This design comes from an exercise in tuning for small area on the open sky130 flow, not from production work.
The RTL was checked by simulation tests, not by an equivalence proof against the original design.
Power is estimated from default activity; no workload was simulated.

<file path="flow/flow/run.sh">
#!/bin/bash
# Own layout flow: the standard flow (standard.sh) with three changes in
# how the layout is made:
#  - synthesis maps the logic with an area-oriented ABC script
#    (flow/abc_area.script, used in place of ORFS's abc_area.script; the
#    rest of the synthesis, and so every register and its name, is the
#    standard one);
#  - port buffering uses the smallest buffer cell (every port still gets
#    its buffer);
#  - clock tree synthesis uses the options in flow/cts_args.txt.
# Each step's full output goes to a log file in this folder (synth.log,
# layout.log); ORFS's own per-step logs stay under orfs/logs/.
set -euo pipefail
W=$(pwd)

rm -rf "$W/scripts_area"
cp -r "$FLOW_HOME/scripts" "$W/scripts_area"
cp "$W/flow/abc_area.script" "$W/scripts_area/abc_area.script"

SCRIPTS_DIR="$W/scripts_area" bash "$W/standard.sh" synth > "$W/synth.log" 2>&1

export BUFFER_PORTS_ARGS="-buffer_cell sky130_fd_sc_hd__buf_1"
if [[ -s "$W/flow/cts_args.txt" ]]; then
  export CTS_ARGS="$(cat "$W/flow/cts_args.txt")"
fi
bash "$W/standard.sh" > "$W/layout.log" 2>&1
</file>
<file path="flow/flow/abc_area.script">
strash
&get -n
&st
&b
&dch
&nf -R 1000 -p -F 8 -A 4 -a
&put
</file>
<file path="flow/flow/cts_args.txt">
-sink_clustering_enable -repair_clock_nets -dont_use_dummy_load -buf_list sky130_fd_sc_hd__clkbuf_2 -sink_buffer_max_cap_derate 0.3
</file>
<file path="flow/standard.sh">
#!/bin/bash
# synth_recipe.tcl (not shown) runs the flow's synth.tcl, then flattens the netlist and writes it again
# the make line also repeats each setting of config.mk as NAME=value (left out here)
make -C /OpenROAD-flow-scripts/flow DESIGN_CONFIG=/design/flow/config.mk WORK_HOME=/design/flow/orfs CLKGATE_MAP_FILE= SYNTH_SCRIPT=/design/flow/synth_recipe.tcl "${@:-finish}"
</file>
<file path="flow/config.mk">
export PLATFORM = sky130hd
export DESIGN_NAME = ivt_remote_core
export DESIGN_NICKNAME = ivt_remote_core
export VERILOG_FILES = /design/flow/design.v
export SDC_FILE = /design/flow/constraint.sdc
export NUM_CORES = 4
export LEC_CHECK = 0
export ABC_AREA = 1
export CAP_MARGIN = 20
export CORE_MARGIN = 2
export CORE_UTILIZATION = 40
export SLEW_MARGIN = 20
</file>
<file path="flow/constraint.sdc">
create_clock -name core_clock -period 10.0 [get_ports {clk}]
set_input_delay 2.0000 -clock core_clock [delete_from_list [all_inputs] [get_ports {clk}]]
set_output_delay 2.0000 -clock core_clock [all_outputs]
set_load 0.01 [all_outputs]
</file>
<file path="flow/design.v">
module ivt_remote_core (
  input  wire        clk,
  input  wire        rst,           
  input  wire        req_valid,
  output wire        req_ready,
  input  wire [31:0] req_word,
  output wire        resp_valid,
  output wire [31:0] resp_stat,
  output wire [31:0] resp_result,
  input  wire [9:0]  pk_addr,
  output wire [7:0]  pk_data
);
  localparam [3:0] OP_REV    = 4'h1;
  localparam [3:0] OP_ENCT   = 4'h2;
  localparam [3:0] OP_ENCF   = 4'h3;
  localparam [3:0] OP_ENCP   = 4'h4;
  localparam [3:0] OP_ENCI   = 4'h5;
  localparam [3:0] OP_PCLR   = 4'h6;
  localparam [3:0] OP_PXOR   = 4'h7;
  localparam [3:0] OP_PFOLD  = 4'h8;
  localparam [3:0] OP_BUILD  = 4'h9;
  localparam [3:0] OP_ENCODE = 4'hA;
  localparam [3:0] OP_SEND   = 4'hB;
  localparam [3:0] OP_FWR    = 4'hC;
  localparam [3:0] OP_FRD    = 4'hD;
  localparam [3:0] OP_PRD    = 4'hE;
  localparam [3:0] C_NONE         = 4'h0;
  localparam [3:0] C_PWR_MISSING  = 4'h1;
  localparam [3:0] C_PWR_CONFLICT = 4'h2;
  localparam [3:0] C_TEMP_MISSING = 4'h3;
  localparam [3:0] C_TEMP_RANGE   = 4'h4;
  localparam [3:0] C_FAN_MISSING  = 4'h5;
  localparam [3:0] C_FAN_UNRECOG  = 4'h6;
  localparam [3:0] C_REV_WIDTH    = 4'h8;
  localparam [3:0] C_INDEX_RANGE  = 4'h9;
  localparam [3:0] C_UNWRITTEN    = 4'hA;
  localparam [3:0] C_RSVD         = 4'hB;
  localparam [3:0] C_ILLEGAL_OP   = 4'hC;
  reg  [3:0]   cnt;         
  reg  [7:0]   fd [0:12];   
  reg  [12:0]  fv;          
  reg  [7:0]   pd [0:12];   
  reg          pv;
  reg  [7:0]   pacc;
  reg  [3:0]   cause;       
  reg          serr;
  reg  [7:0]   res;         
  reg          res_p;       
  reg          resp;        
  reg          cpy;         
  reg          armed;       
  wire [3:0] cnt_nx = (cnt == 4'd12) ? 4'd0 : cnt + 4'd1;   
  wire [12:0] fv_log;
  genvar gb;
  generate
    for (gb = 0; gb < 13; gb = gb + 1) begin : g_fv
      assign fv_log[gb] = fv[12 - gb];    
    end
  endgenerate
  wire   err         = |cause;
  assign req_ready   = armed & (cnt == 4'd11);
  assign resp_valid  = resp;
  assign resp_stat   = {12'd0, serr | err, fv_log, pv, cause, err};
  assign resp_result = {20'd0,
                        res_p & res[4], res_p & ~res[7],
                        res_p & (res[4] | res[3]), res_p & ~res[4],
                        res};
  wire [3:0] pk_q  = pk_addr[9:6];
  wire [4:0] pk_df = {1'b0, cnt} - {1'b0, pk_q};
  wire [3:0] pk_s  = pk_df[4] ? pk_df[3:0] + 4'd13 : pk_df[3:0];
  wire [7:0] pk_grp = pd[pk_s];
  wire       pk_bit = pk_grp[pk_addr[5:3]];
  wire       pk_j0  = (pk_addr[9:2] == 8'd0);
  wire       pk_j1  = (pk_addr[9:2] == 8'd1);
  wire       pk_hi  = pk_addr[2] & pk_bit;                  
  reg  [7:0] pk_b0, pk_b1;
  always @* begin
    if (pk_j0)      begin pk_b0 = 8'h10; pk_b1 = 8'h0E; end
    else if (pk_j1) begin pk_b0 = 8'h08; pk_b1 = 8'h07; end
    else if (pk_hi) begin pk_b0 = 8'h46; pk_b1 = 8'h05; end
    else            begin pk_b0 = 8'hC2; pk_b1 = 8'h01; end
  end
  assign pk_data = pk_addr[1] ? 8'h00 : (pk_addr[0] ? pk_b1 : pk_b0);
  wire [31:0] w       = req_word;
  wire [3:0]  op      = w[31:28];
  wire [1:0]  pwr_sel = w[27:26];
  wire        ion     = w[25];
  wire [2:0]  fan_sel = w[24:22];
  wire        temp_v  = w[21];
  wire [7:0]  temp    = w[7:0];
  wire [3:0]  k_cnt   = w[11:8];
  wire [3:0]  idx     = w[11:8];
  wire [7:0]  pidx    = w[7:0];
  reg [31:0] rsvd_mask;
  always @* begin
    case (op)
      OP_REV, OP_FWR:                          rsvd_mask = 32'h0FFFF000;
      OP_ENCT, OP_ENCF, OP_ENCP, OP_ENCI,
      OP_BUILD, OP_SEND:                       rsvd_mask = 32'h001FFF00;
      OP_PCLR, OP_PFOLD, OP_ENCODE:            rsvd_mask = 32'h0FFFFFFF;
      OP_PXOR, OP_PRD:                         rsvd_mask = 32'h0FFFFF00;
      OP_FRD:                                  rsvd_mask = 32'h0FFFF0FF;
      default:                                 rsvd_mask = 32'h00000000;
    endcase
  end
  wire illegal_op = (op == 4'h0) || (op == 4'hF);
  wire rsvd_bad   = |(w & rsvd_mask);
  wire signed [7:0] t_s      = temp;
  wire              sentinel = (temp == 8'd10);
  wire              temp_ok  = sentinel || (t_s >= 8'sd18 && t_s <= 8'sd32);
  wire [3:0]        t_off    = sentinel ? 4'd0 : (temp[3:0] - 4'd1);
  wire [3:0]        temp_code = {t_off[0], t_off[1], t_off[2], t_off[3]};
  reg [2:0] fan_code;
  always @* begin
    case (fan_sel)
      3'b001:  fan_code = 3'd2;
      3'b010:  fan_code = 3'd6;
      3'b011:  fan_code = 3'd5;
      3'b100:  fan_code = 3'd7;
      default: fan_code = 3'd0;
    endcase
  end
  wire       fan_missing = (fan_sel == 3'b000);
  wire       fan_unrecog = (fan_sel >= 3'b101);
  wire [7:0] fan_byte    = {4'h8, fan_code, 1'b0};
  wire       power_on   = (pwr_sel == 2'b10);
  wire [7:0] power_byte = power_on ? 8'h88 : 8'h84;
  wire [7:0] ion_byte   = ion ? 8'h2F : 8'h0F;
  wire [7:0] b4 = power_on ? {temp_code, 4'h0} : 8'h00;
  wire [7:0] b6 = power_on ? fan_byte : 8'h80;
  wire [7:0] bacc = 8'h55 ^ 8'h5A ^ 8'hF3 ^ 8'h08 ^ b4 ^ power_byte ^ b6 ^
                    8'h18 ^ 8'h10 ^ 8'h01 ^ 8'h00 ^ ion_byte;
  wire [7:0] b12 = {4'h8, bacc[3:0] ^ bacc[7:4]};
  reg  [3:0] bsel;
  always @* begin
    case (op)
      OP_ENCT: bsel = 4'd13;
      OP_ENCF: bsel = 4'd14;
      OP_ENCP: bsel = 4'd5;
      OP_ENCI: bsel = 4'd11;
      default: bsel = cnt_nx;     
    endcase
  end
  reg [7:0] bb;
  always @* begin
    case (bsel)
      4'd0:    bb = 8'h55;
      4'd1:    bb = 8'h5A;
      4'd2:    bb = 8'hF3;
      4'd3:    bb = 8'h08;
      4'd4:    bb = b4;
      4'd5:    bb = power_byte;
      4'd6:    bb = b6;
      4'd7:    bb = 8'h18;
      4'd8:    bb = 8'h10;
      4'd9:    bb = 8'h01;
      4'd10:   bb = 8'h00;
      4'd11:   bb = ion_byte;
      4'd12:   bb = b12;
      4'd13:   bb = {4'd0, temp_code};
      default: bb = fan_byte;
    endcase
  end
  reg [3:0] build_cause;
  always @* begin
    if (pwr_sel == 2'b00)                  build_cause = C_PWR_MISSING;
    else if (pwr_sel == 2'b11)             build_cause = C_PWR_CONFLICT;
    else if (power_on && !temp_v)          build_cause = C_TEMP_MISSING;
    else if (power_on && !temp_ok)         build_cause = C_TEMP_RANGE;
    else if (power_on && fan_missing)      build_cause = C_FAN_MISSING;
    else if (power_on && fan_unrecog)      build_cause = C_FAN_UNRECOG;
    else                                   build_cause = C_NONE;
  end
  wire [7:0] pr_grp = pd[12];
  wire       pr_bit = pr_grp[pidx[3:1]];
  reg  [7:0] prd_lo;
  always @* begin
    if (pidx == 8'd0)                prd_lo = 8'h10;
    else if (pidx == 8'd1)           prd_lo = 8'h08;
    else if (pidx[0] && pr_bit)      prd_lo = 8'h46;
    else                             prd_lo = 8'hC2;
  end
  wire fv_all = &fv;
  reg [7:0] x_res;
  always @* begin
    case (op)
      OP_PXOR:                 x_res = pacc ^ w[7:0];
      OP_PFOLD:                x_res = {4'd0, pacc[3:0] ^ pacc[7:4]};
      OP_ENCODE, OP_SEND:      x_res = 8'd211;
      OP_FRD:                  x_res = fd[12];
      OP_PRD:                  x_res = prd_lo;
      OP_REV, OP_PCLR, OP_FWR: x_res = 8'd0;
      default:                 x_res = bb;      
    endcase
  end
  reg [3:0] op_cause;
  always @* begin
    case (op)
      OP_REV:    op_cause = (k_cnt > 4'd8) ? C_REV_WIDTH : C_NONE;
      OP_ENCT:   op_cause = temp_ok ? C_NONE : C_TEMP_RANGE;
      OP_ENCF:   op_cause = fan_missing ? C_FAN_MISSING :
                            fan_unrecog ? C_FAN_UNRECOG : C_NONE;
      OP_ENCP:   op_cause = (pwr_sel == 2'b00) ? C_PWR_MISSING :
                            (pwr_sel == 2'b11) ? C_PWR_CONFLICT : C_NONE;
      OP_BUILD,
      OP_SEND:   op_cause = build_cause;
      OP_ENCODE: op_cause = fv_all ? C_NONE : C_UNWRITTEN;
      OP_FWR:    op_cause = (idx > 4'd12) ? C_INDEX_RANGE : C_NONE;
      OP_FRD:    op_cause = (idx > 4'd12) ? C_INDEX_RANGE :
                            !fv[12] ? C_UNWRITTEN : C_NONE;
      OP_PRD:    op_cause = (pidx > 8'd210) ? C_INDEX_RANGE :
                            !pv ? C_UNWRITTEN : C_NONE;
      default:   op_cause = C_NONE;
    endcase
  end
  wire [3:0] x_cause = illegal_op ? C_ILLEGAL_OP :
                       rsvd_bad   ? C_RSVD : op_cause;
  wire       ok      = (x_cause == C_NONE);
  wire [3:0] pr_q     = (pidx[7:4] == 4'd13) ? 4'd0 : pidx[7:4];
  wire       hit_f    = (cnt_nx == idx);
  wire       hit_p    = (cnt_nx == pr_q);
  wire       tap_wait = !illegal_op && !rsvd_bad &&
                        ((op == OP_FRD && idx <= 4'd12 && !hit_f) ||
                         (op == OP_PRD && pidx <= 8'd210 && pv && !hit_p));
  wire accept  = req_valid & req_ready;
  wire is_enc   = (op == OP_ENCODE) || (op == OP_SEND);
  wire wr_build = req_valid && ok && (op == OP_BUILD || op == OP_SEND);
  wire wr_fwr   = req_valid && ok && op == OP_FWR && hit_f;
  wire enc_ok   = is_enc && !err;    
  always @(posedge clk) begin
    if (rst) begin
      cnt   <= 4'd0;
      resp  <= 1'b0;
      cpy   <= 1'b0;
      armed <= 1'b0;
      pv    <= 1'b0;
      pacc  <= 8'h00;
      cause <= C_NONE;
      serr  <= 1'b0;
    end else begin
      cnt  <= cnt_nx;
      serr <= serr | err;      
      resp <= (accept && !enc_ok) || (cpy && cnt == 4'd11);
      if (req_valid && !tap_wait) cause <= x_cause;
      if (accept) begin
        armed <= 1'b0;
        if (enc_ok) begin
          cpy <= 1'b1;
          pv  <= 1'b1;
        end
        if (!rsvd_bad && op == OP_PCLR) pacc <= 8'h00;
        if (!rsvd_bad && op == OP_PXOR) pacc <= pacc ^ w[7:0];
      end else begin
        if (cpy && cnt == 4'd11) cpy <= 1'b0;
        if (req_valid && cnt == 4'd12) armed <= 1'b1;
      end
    end
  end
  wire rev_ok = ok && op == OP_REV;
  always @(posedge clk) begin
    if (req_valid && !tap_wait) begin
      if (rev_ok) begin
        if (cnt_nx == 4'd0)
          res <= {7'd0, (k_cnt != 4'd0) & w[0]};
        else if (cnt_nx < k_cnt)
          res <= {res[6:0], w[cnt_nx[2:0]]};
      end else
        res <= ok ? x_res : 8'd0;
      res_p <= ok && op == OP_PRD;
    end
  end
  wire [7:0] f_in = wr_fwr ? w[7:0] : wr_build ? bb : fd[12];
  wire       v_in = wr_fwr | wr_build | fv[12];
  wire [7:0] p_in = cpy ? {fd[12][1], fd[12][2], fd[12][3], fd[12][4],
                           fd[12][5], fd[12][6], fd[12][7], fd[0][0]}
                        : pd[12];
  integer s;
  always @(posedge clk) begin
    fd[0] <= f_in;
    pd[0] <= p_in;
    for (s = 1; s < 13; s = s + 1) begin
      fd[s] <= fd[s-1];
      pd[s] <= pd[s-1];
    end
  end
  always @(posedge clk) begin
    if (rst) fv <= 13'd0;
    else     fv <= {fv[11:0], v_in};
  end
endmodule
</file>
==> notes.md, run 1 <==
* Clock skew at 62.6 ps
* Clk sinks at 251
* Data arrival time of the worst path at 6140 ps
* Top post-synthesis cells by area: dfxtp_1 (56%), nor2_1 (3.4%), edfxtp_1 (3.1%)
* Hold Path Class: register to register
* Final Hold Viols at 0
* Register area share after synthesis at 58.7%
* Status: finished clean
* Count leader, synth: dfxtp_1
* Number of global-route vias before repair at 6248
* Minimum clock period at 8140 ps
* Initial Utilization at 41.1%
* VDD IR max at 0.0000870 V
* Top Family by Delay on Critical Path: compound AO/OA/AOI/OAI gates
* Setup Total Neg Slack at 0 ps
* CTS Hold Buffers Added at 0
* Crit share post-route at 81.4%
* Worst-Margin Slew at 1090 ps
* DR iter-0 viols at 556
* WP buf/inv at 3
* Grt ovf at 0
* Post-synth EDFFs at 9
* Internal power at 1.22 mW
* CP max stage delay at 650 ps
* Width of the die at 152 µm
* Wire length per cell at 17.0 µm
* IO Count at 119
* Share of cells above drive strength 1 at 6.49%
* DRT Pass-1 Iters at 6
* Vias per cell at 5.30
* Crit-path max FO at 8
* Routed Wire Length at 21200 µm
* Max capacitance violation total at 0
* Rel. slew slack at 27.0%
* Antenna violations before repair at 1
* Global-route wire length before repair at 32600 µm
* Footprint of the multi-input gates at 3390 µm²
* Nets at 1034
* Ys async rst share at 0%
* CTS tree: yes
* Mapped cell area at 8710 µm²
* Max Fclk at 123 MHz
* P&R area growth vs syn at 9.51%
* Clk pwr share at 27.3%
* Tot GR Track Use at 18.4%
* Critical Path Start Type: input pin
* Root buffer cell: clkbuf_2
* Critical path capture point type: output port
* Flop pwr share at 59.0%
* Vias at 6605
* FF+latch area at 5110 µm²
* IO Port Bufs at 85
* Cts repair resizes at 0
* Synth cell count leaders: dfxtp_1 (242), nor2_1 (78), nand2_1 (71)
* Placer Congestion at 0.904
* Main flop type after synthesis: dfxtp_1
* Ratio of total power to cell area at 180 nW/µm²
* Largest net degree at the start of global routing at 35
* Chip Height at 152 µm
* CTS max path bufs at 3
* Num CTS Buffers at 56
* Leakage at 3.65 nW
* Hpwl dp at 15100 µm
* Number of distinct library cells after synthesis at 53
* Final-layout fill cell count at 2103
* Post-synthesis register bit count at 251
* CP Cell Sequence: buf_1 > ha_1 > clkinv_1 > fa_1 > a21o_1 > a21oi_1 > mux2i_1 > nand2b_1 > nor2_1 > a222oi_1 > nand3_1 > o22ai_1 > o211ai_1 > o21ai_0 > o21ai_0 > nand3_1 > a21oi_1 > buf_1
* Worst path required time at 8000 ps
* Top Usage Layer GRT: met2
* Residual DRC at 0
* Core Area at 21200 µm²
* Largest area contributor in the netlist: dfxtp_1
* Cells after Synth at 831
* FP Rows at 53
* Slowest cell on the critical path: nor2_1
* Max-slew violations at 0
* Yosys Warn Count at 3
* M1 GR Usage at 25.2%
* Met3 GRT Util at 3.89%
* Final Setup Violations at 0
* Mean Syn Cell Area at 10.5 µm²
* Psw at 0.495 mW
* H-tree depth at 2
* Clock transition at path regs at 90 ps
* Postcts setup bufs at 0
* Die ar. at 23000 µm²
* Top-area cell type share of the netlist area at 55.6%
* Met2 Track Usage GR at 28.7%
* Fin util at 45.0%
* Hold Slack at 307 ps
* Crit path kind: input pin to output port
* RSZ-0062 raised after global routing: no
* Sw Ratio at 28.8%
* Clk latency of the worst-skew pair at 770 ps
* Detail Route Antenna Nets at 0
* Part of the power in combinational logic at 13.7%
-- flip-flops by register name, indices dropped and copies added, names as in the netlist --
register  count
resp          1
res_p         1
pv            1
cnt           4
pd          104
fd          104
pacc          8
cause         4
res           8
serr          1
fv           13
cpy           1
armed         1
-- cell families after synthesis --
kind of cell | count (synthesis) | share of synthesized area, %
DFF | 251 | 58.7
xor gates and xnor gates | 29 | 2.92
adders and majority gates | 16 | 2.38
AOI/OAI and AO/OA | 170 | 13.3
muxes | 21 | 2.99
buffers and inverters | 54 | 3.83
other | 1 | 0.0430
and+or+nand+nor | 289 | 15.9
-- power groups by stage --
stage | Clock [mW] | Sequential, mW | Combinational (mW)
floorplan | 0 | 1.04 | 0.159
global route | 0.537 | 1.01 | 0.257
CTS | 0.491 | 1.01 | 0.229
global placement | 0 | 1.04 | 0.222
detailed placement | 0 | 1.04 | 0.227
finish | 0.469 | 1.01 | 0.234
-- layout by cell type, fill, tap and decap left out, drive strengths merged, types with 9 or more instances in the layout --
cell type	synthesis	layout
a222oi	21	21
nor2	78	78
dfxtp	242	242
nand2b	18	18
nor2b	19	19
nor3	31	31
xnor2	13	13
nor4	10	10
a211oi	16	16
a21oi	38	38
buf	35	87
nand2	71	71
edfxtp	9	9
a22oi	12	12
mux2	10	10
o21ai	34	34
clkbuf	0	56
ha	15	15
xor2	16	16
nand3	30	30
conb	1	33
clkinv	19	19
-- routing by layer --
layer | up-vias | part of all wire [%]
met5 | - | 0
met4 | 0 | 1.7
met3 | 39 | 7.9
met2 | 278 | 45
met1 | 3061 | 45
li1 | 3227 | -
-- final cells by class --
cell class	instances	share of cell area, %
Antenna cell	1	0.0262
Clock buffer	56	2.94
Inverter	19	0.748
Multi-Input combinational cell	558	35.6
Sequential cell	251	53.6
Tap cell	275	3.61
Timing Repair Buffer	87	3.50
-- final timing paths --
kind,slack (ps),end,cells past startpoint,startpoint
max reg2reg,6240,res[7],10,cnt[0]
min,310,fd[6][4],0,fd[5][4]
max,1860,pk_data[2],18,pk_addr[6]
min reg2reg,310,fd[6][4],0,fd[5][4]
-- metrics by stage --
stage,instances,power (mW),setup slack [ps],instance area [µm²]
floorplan,863,1.19,2820,8830
global placement,1190,1.26,1830,9250
finish,1247,1.72,1860,9540
global route,1247,1.81,1360,9540
detailed placement,1190,1.26,1710,9250
CTS,1246,1.73,1710,9530
==> run 2, diff against run 1 <==
==> flow/flow/cts_args.txt (replaced) <==
-sink_clustering_enable -repair_clock_nets -dont_use_dummy_load -buf_list sky130_fd_sc_hd__clkbuf_2 -sink_buffer_max_cap_derate 1.0
==> run 2 against run 1 <==
  * Core utilization is the same
  * Sequential cell count unchanged
  * Hold slack stayed put
  * Final area unchanged
  * Synthesized cell count unchanged
  * Die area is the same
  * Global-route usage unchanged
  * Non-clock buffer count unchanged
  * First-iteration DRC count is the same
  * Clock skew stayed put
  * Highest routed layer unchanged
==> notes.md, run 2 <==
* IO Port Bufs at 85 (unchanged)
* Placed insts at 1190 (unchanged)
* FP Rows at 53 (unchanged)
* Antenna violations before repair at 1 (unchanged)
* IO Count at 119 (unchanged)
* RSZ-0062 raised after global routing: no
* Detail Route Antenna Nets at 0 (unchanged)
* Minimum clock period at 8140 ps (unchanged)
* Leakage at 3.65 nW (unchanged)
* Core Area at 21200 µm² (unchanged)
* Ratio of total power to cell area at 180 nW/µm² (unchanged)
* Ys async rst share at 0% (unchanged)
* Die ar. at 23000 µm² (unchanged)
* Status: finished clean
* Nets at 1034 (unchanged)
* Largest net degree at the start of global routing at 35 (unchanged)
* Post-synth EDFFs at 9 (unchanged)
* Top post-synthesis cells by area: dfxtp_1 (56%), nor2_1 (3.4%), edfxtp_1 (3.1%)
* H-tree depth at 2 (unchanged)
* Setup Total Neg Slack at 0 ps (unchanged)
* Max capacitance violation total at 0 (unchanged)
* Mapped cell area at 8710 µm² (unchanged)
* Clock transition at path regs at 90 ps (about the same)
* Largest regs: fd x104, pd x104, fv x13
* Critical path capture point type: output port
* Final Instance Count excl. Fillers at 1247 (unchanged)
* Tot GR Track Use at 18.4% (unchanged)
* VDD IR max at 0.0000870 V (unchanged)
* Vias at 6605 (unchanged)
* Clk latency of the worst-skew pair at 770 ps (about the same)
* Root buffer cell: clkbuf_2
* Crit share post-route at 81.4% (unchanged)
* Leading cell type in the layout, fill and taps excluded: dfxtp_1
* Synth cell count leaders: dfxtp_1 (242), nor2_1 (78), nand2_1 (71)
* Post-synthesis register bit count at 251 (unchanged)
* Grt ovf at 0 (unchanged)
* Hold Path Class: register to register
* Global-route wire length before repair at 32600 µm (unchanged)
* Most frequent cells in the layout: dfxtp_1 (242), buf_1 (85), nor2_1 (78), nand2_1 (71), clkbuf_2 (56)
* Crit path kind: input pin to output port
* Width of the die at 152 µm (unchanged)
* Clk sinks at 251 (unchanged)
* Share of cells above drive strength 1 at 6.49% (unchanged)
* Max-slew violations at 0 (unchanged)
* P&R area growth vs syn at 9.51% (unchanged)
* Mean Syn Cell Area at 10.5 µm² (unchanged)
* Vias per cell at 5.30 (unchanged)
* Rel. slew slack at 27.0% (unchanged)
* Final Hold Viols at 0 (unchanged)
* Postcts setup bufs at 0 (unchanged)
* Clock skew at 62.6 ps (unchanged)
* Chip Height at 152 µm (unchanged)
* Cells after Synth at 831 (unchanged)
* Count leader, synth: dfxtp_1
* Worst-Margin Slew at 1090 ps (unchanged)
* Wire length per cell at 17.0 µm (unchanged)
* Placer Congestion at 0.904 (unchanged)
* Largest area contributor in the netlist: dfxtp_1
* Cts repair resizes at 0 (unchanged)
* Initial Utilization at 41.1% (unchanged)
* Top-area cell type share of the netlist area at 55.6% (unchanged)
* CTS Hold Buffers Added at 0 (unchanged)
* CTS tree: yes
* Data arrival time of the worst path at 6140 ps (about the same)
* Final Setup Violations at 0 (unchanged)
* Routed Wire Length at 21200 µm (unchanged)
* Number of global-route vias before repair at 6248 (unchanged)
* DR iter-0 viols at 556 (unchanged)
* Yosys Warn Count at 3 (unchanged)
* Max Fclk at 123 MHz (unchanged)
* DRT Pass-1 Iters at 6 (unchanged)
* Fin util at 45.0% (unchanged)
* Residual DRC at 0 (unchanged)
* Final-layout fill cell count at 2103 (unchanged)
* Main flop type after synthesis: dfxtp_1
* CTS max path bufs at 3 (unchanged)
* Register area share after synthesis at 58.7% (unchanged)
* Number of distinct library cells after synthesis at 53 (unchanged)
* Crit-path max FO at 8 (unchanged)
* Hpwl dp at 15100 µm (unchanged)
* Num CTS Buffers at 56 (unchanged)
* Critical Path Start Type: input pin
* Worst path required time at 8000 ps (about the same)
## run 2: cell counts in the layout (fill, tap and decap cells not counted)
Identical to the previous run, type by type.
## run 2: cell families after synthesis
logic type	synth area share [%]
buf+inv	3.83
xor+xnor	2.92
flops	58.7
simple gates	15.9
other cells	0.0430
fa+ha+maj	2.38
compound gates	13.3
mux	2.99
## run 2: through the flow
| step | hold slack [ps] | setup slack, ps | total power, mW | instance area [µm²] |
|---|---|---|---|---|
| global route | 281 | 1360 | 1.81 | 9540 |
| detailed placement | 312 | 1710 | 1.26 | 9250 |
| finish | 307 | 1860 | 1.72 | 9540 |
| CTS | 283 | 1710 | 1.73 | 9530 |
| floorplan | 310 | 2820 | 1.19 | 8830 |
| global placement | 310 | 1830 | 1.26 | 9250 |
## run 2: worst max-delay path: stages
cell and delay, ps:
buf_1 110, ha_1 170, clkinv_1 70, fa_1 400, a21o_1 170, a21oi_1 310, mux2i_1 540, nand2b_1 200
nor2_1 650, a222oi_1 250, nand3_1 130, o22ai_1 90, o211ai_1 210, o21ai_0 110, o21ai_0 300, nand3_1 130
a21oi_1 140, buf_1 160
## run 2: layer usage
metal,track usage (%),part of all wire [%]
met3,3.89,7.9
met1,25.2,45
met4,6.67,1.7
met5,0,0
met2,28.7,45
## run 2: where the power goes
part / switching, mW / internal, mW / total, mW
Clock: 0.324 / 0.145 / 0.469
Sequential: 0.00455 / 1.01 / 1.01
Combinational: 0.166 / 0.0684 / 0.234
Total: 0.495 / 1.22 / 1.72
## run 2: area by class of cell
cell class	instances	area, µm²	share of cell area, %
Timing Repair Buffer	87	334	3.50
Antenna cell	1	2.50	0.0262
Clock buffer	56	280	2.94
Multi-Input combinational cell	558	3390	35.6
Inverter	19	71.3	0.748
Sequential cell	251	5110	53.6
Tap cell	275	344	3.61
## run 2: worst paths after layout
kind / from / to / slack, ps / depth (start not counted)
setup / recovery: pk_addr[6] / pk_data[2] / 1860 / 18
hold / removal: fd[5][4] / fd[6][4] / 310 / 0
setup reg to reg: cnt[0] / res[7] / 6240 / 10
hold reg to reg: fd[5][4] / fd[6][4] / 310 / 0

## static timing again, ports no longer ideal
The flow's constraints put no driver on any port. The routed layouts listed below were extracted and timed again, unchanged, in two steps. Step 1, drivers: a clkbuf_16 drives clk and a buf_2 each remaining input, both assumed. Step 2, shift: input delay + t, output delay - t, t = (earliest + latest rising clock arrival at the registers) / 2. This alone moves slack from input paths to output paths. Slacks: ideal / step 1 / step 2; pairs: ideal / step 1.
run | t, ns | setup WS [ns] | pins driven straight from the clock port
run 1 | 0.769 | 1.861 / 1.837 / 1.837 | 1
run 2 | 0.769 | 1.861 / 1.837 / 1.837 | 1
After both steps every run listed still meets setup and hold.
